This design comes from an exercise in tuning for small area, a short achievable clock period and few clock cycles per item on the open sky130 flow, not from production work. Function was checked by simulation only, so behaviour that the tests miss may differ from the original.

## v4
// pfe_gamma
module pfe_gamma (
    input  wire        clk,
    input  wire        rst,
    input  wire        in_valid,
    output wire        in_ready,
    input  wire        in_sel,
    input  wire [31:0] in_pix,
    output reg         out_valid,
    input  wire        out_ready,
    output reg  [31:0] out_pix
);
For scale: ~3500 cells after synthesis, ~320 flip-flops, ~71 I/O pins, about 0.029 sq mm of cells after synthesis.
clock: 45.0 ns
lec_check: 0
abc_area: 1
cap_margin: 20
core_margin: 2
core_utilization: 40
cts_cluster_diameter: 100
cts_cluster_size: 30
slew_margin: 20
standard.sh (not shown) runs the stock make flow with config.mk's settings and CLKGATE_MAP_FILE= SYNTH_SCRIPT=/design/flow/synth_recipe.tcl, a recipe that flattens the netlist after the stock synthesis.
==> flow/flow/run.sh <==
#!/bin/bash
# The standard layout (standard.sh), with the input and output port
# buffers made from sky130_fd_sc_hd__buf_2 instead of the resizer's default
# pick. Everything else, including synthesis, is the standard flow.
set -euo pipefail
export BUFFER_PORTS_ARGS="-buffer_cell sky130_fd_sc_hd__buf_2"
bash standard.sh > standard.log 2>&1
Testbench counts of v4, summed over its fixed seeds: cycles 16,432, items 16,384.
Edits applied to the flow inputs when going from v4 to v17:
- swapping 40 for 60 in CORE_UTILIZATION
- swapping 100 for 150 in CTS_CLUSTER_DIAMETER
- swapping 30 for 25 in CTS_CLUSTER_SIZE
--- outcome ---
| clock tree skew after final layout | v17 vs v4 | better |
v4 → v17: wire length on met2 now smaller; max-cap check violation count comparable; post-layout instance area now smaller; total of plain and repair buffers excluding clock buffers now smaller; hold slack now smaller.
[inputs] v52 vs v17
- removing CTS_CLUSTER_SIZE (formerly 25)
- removing CTS_CLUSTER_DIAMETER (formerly 150)
- removing ABC_AREA (formerly 1)
- changing CORE_UTILIZATION from 60 to 40
==> flow/run.sh (new file) <==
#!/bin/bash
# synth_recipe.tcl (not shown) runs the flow's synth.tcl, then flattens the netlist and writes it again
# the make line also repeats each setting of config.mk as NAME=value (left out here)
make -C /OpenROAD-flow-scripts/flow DESIGN_CONFIG=/design/flow/config.mk WORK_HOME=/design/flow/orfs CLKGATE_MAP_FILE= SYNTH_SCRIPT=/design/flow/synth_recipe.tcl finish
removed: flow/flow/run.sh
removed: flow/standard.sh
==> comparison <==
- The via count reported for v52 is lower than the one for v17.
Setup changes, v52 to v3
- setting ABC_AREA to 1 for the first time
- setting CTS_CLUSTER_SIZE to 25 for the first time
- setting CTS_CLUSTER_DIAMETER to 150 for the first time
- changing CORE_UTILIZATION from 40 to 75
==> flow/flow/run.sh (new file) <==
#!/bin/bash
# The standard layout (standard.sh), with the input and output port
# buffers made from sky130_fd_sc_hd__buf_2 instead of the resizer's default
# pick. Everything else, including synthesis, is the standard flow.
set -euo pipefail
export BUFFER_PORTS_ARGS="-buffer_cell sky130_fd_sc_hd__buf_2"
bash standard.sh > standard.log 2>&1
==> flow/standard.sh (new file) <==
#!/bin/bash
# synth_recipe.tcl (not shown) runs the flow's synth.tcl, then flattens the netlist and writes it again
# the make line also repeats each setting of config.mk as NAME=value (left out here)
make -C /OpenROAD-flow-scripts/flow DESIGN_CONFIG=/design/flow/config.mk WORK_HOME=/design/flow/orfs CLKGATE_MAP_FILE= SYNTH_SCRIPT=/design/flow/synth_recipe.tcl "${@:-finish}"
removed: flow/run.sh
Notes after the runs:
- Time the final worst path needs with I/O delays and setup delta for v3 relative to v52: 0.35 ns lower
- Post-synthesis instance area: v3 lower than v52
- [v3 vs v52] post-route fraction of the period consumed by the critical path: lower in v3
- Diff v52 -> v3 | row count | decrease of 27%
- Re maximum frequency: v3 and v52 aren't equal, and the lower value belongs to v52.
- Detailed placer's ending HPWL: v3 worse than v52
Setup changes, v3 to v19
- changing CORE_UTILIZATION from 75 to 40
==> results.txt <==
Measured against each other, v19 and v3 differ in met3 routed wirelength, the lower figure coming from v19.
On v19: total routed wirelength is 14% lower than what v3 gave.
First-pass GRT wire length of v19 falls short of that of v3 by more than 10%.
Sort v19 and v3 by number of fill cells in the layout, ascending, and v3 comes first.
Diff v3 -> v19: worst setup slack after placement now larger.
From v3 to v19 the numbers moved as follows: utilization lower; number of well taps higher; cell area higher.

what the ideal ports hide:
How much do the figures lean on ideal ports? The routed layouts below were timed once more, with nothing changed but the port constraints. Step 1 (the two cells are an assumption about what drives the block):
set clk [get_ports {clk}]
set_driving_cell -lib_cell sky130_fd_sc_hd__clkbuf_16 $clk
set_driving_cell -lib_cell sky130_fd_sc_hd__buf_2 [delete_from_list [all_inputs] $clk]
Step 2 moves the port delays by t, midway between the first and last clock arrival at a register: inputs arrive t later, outputs are due t later. That takes back most of the time a late clock gives input paths. Slacks: ideal / step 1 / step 2; pairs: ideal / step 1.
| run | shift t [ns] | setup WS [ns] | worst hold slack (ns) | worst setup path after step 2 |
|---|---|---|---|---|
| v4 | 0.638 | 34.921 / 34.859 / 35.051 | 0.424 / 0.424 / 0.424 | input to register |
| v17 | 0.591 | 34.934 / 34.877 / 35.102 | 0.413 / 0.413 / 0.413 | input to register |
| v52 | 0.629 | 34.579 / 34.518 / 34.713 | 0.412 / 0.412 / 0.412 | input to register |
| v3 | 0.589 | 34.929 / 34.870 / 34.981 | 0.416 / 0.416 / 0.416 | input to register |
| v19 | 0.605 | 34.929 / 34.870 / 35.059 | 0.420 / 0.420 / 0.420 | input to register |
After both steps every run listed still meets setup and hold.
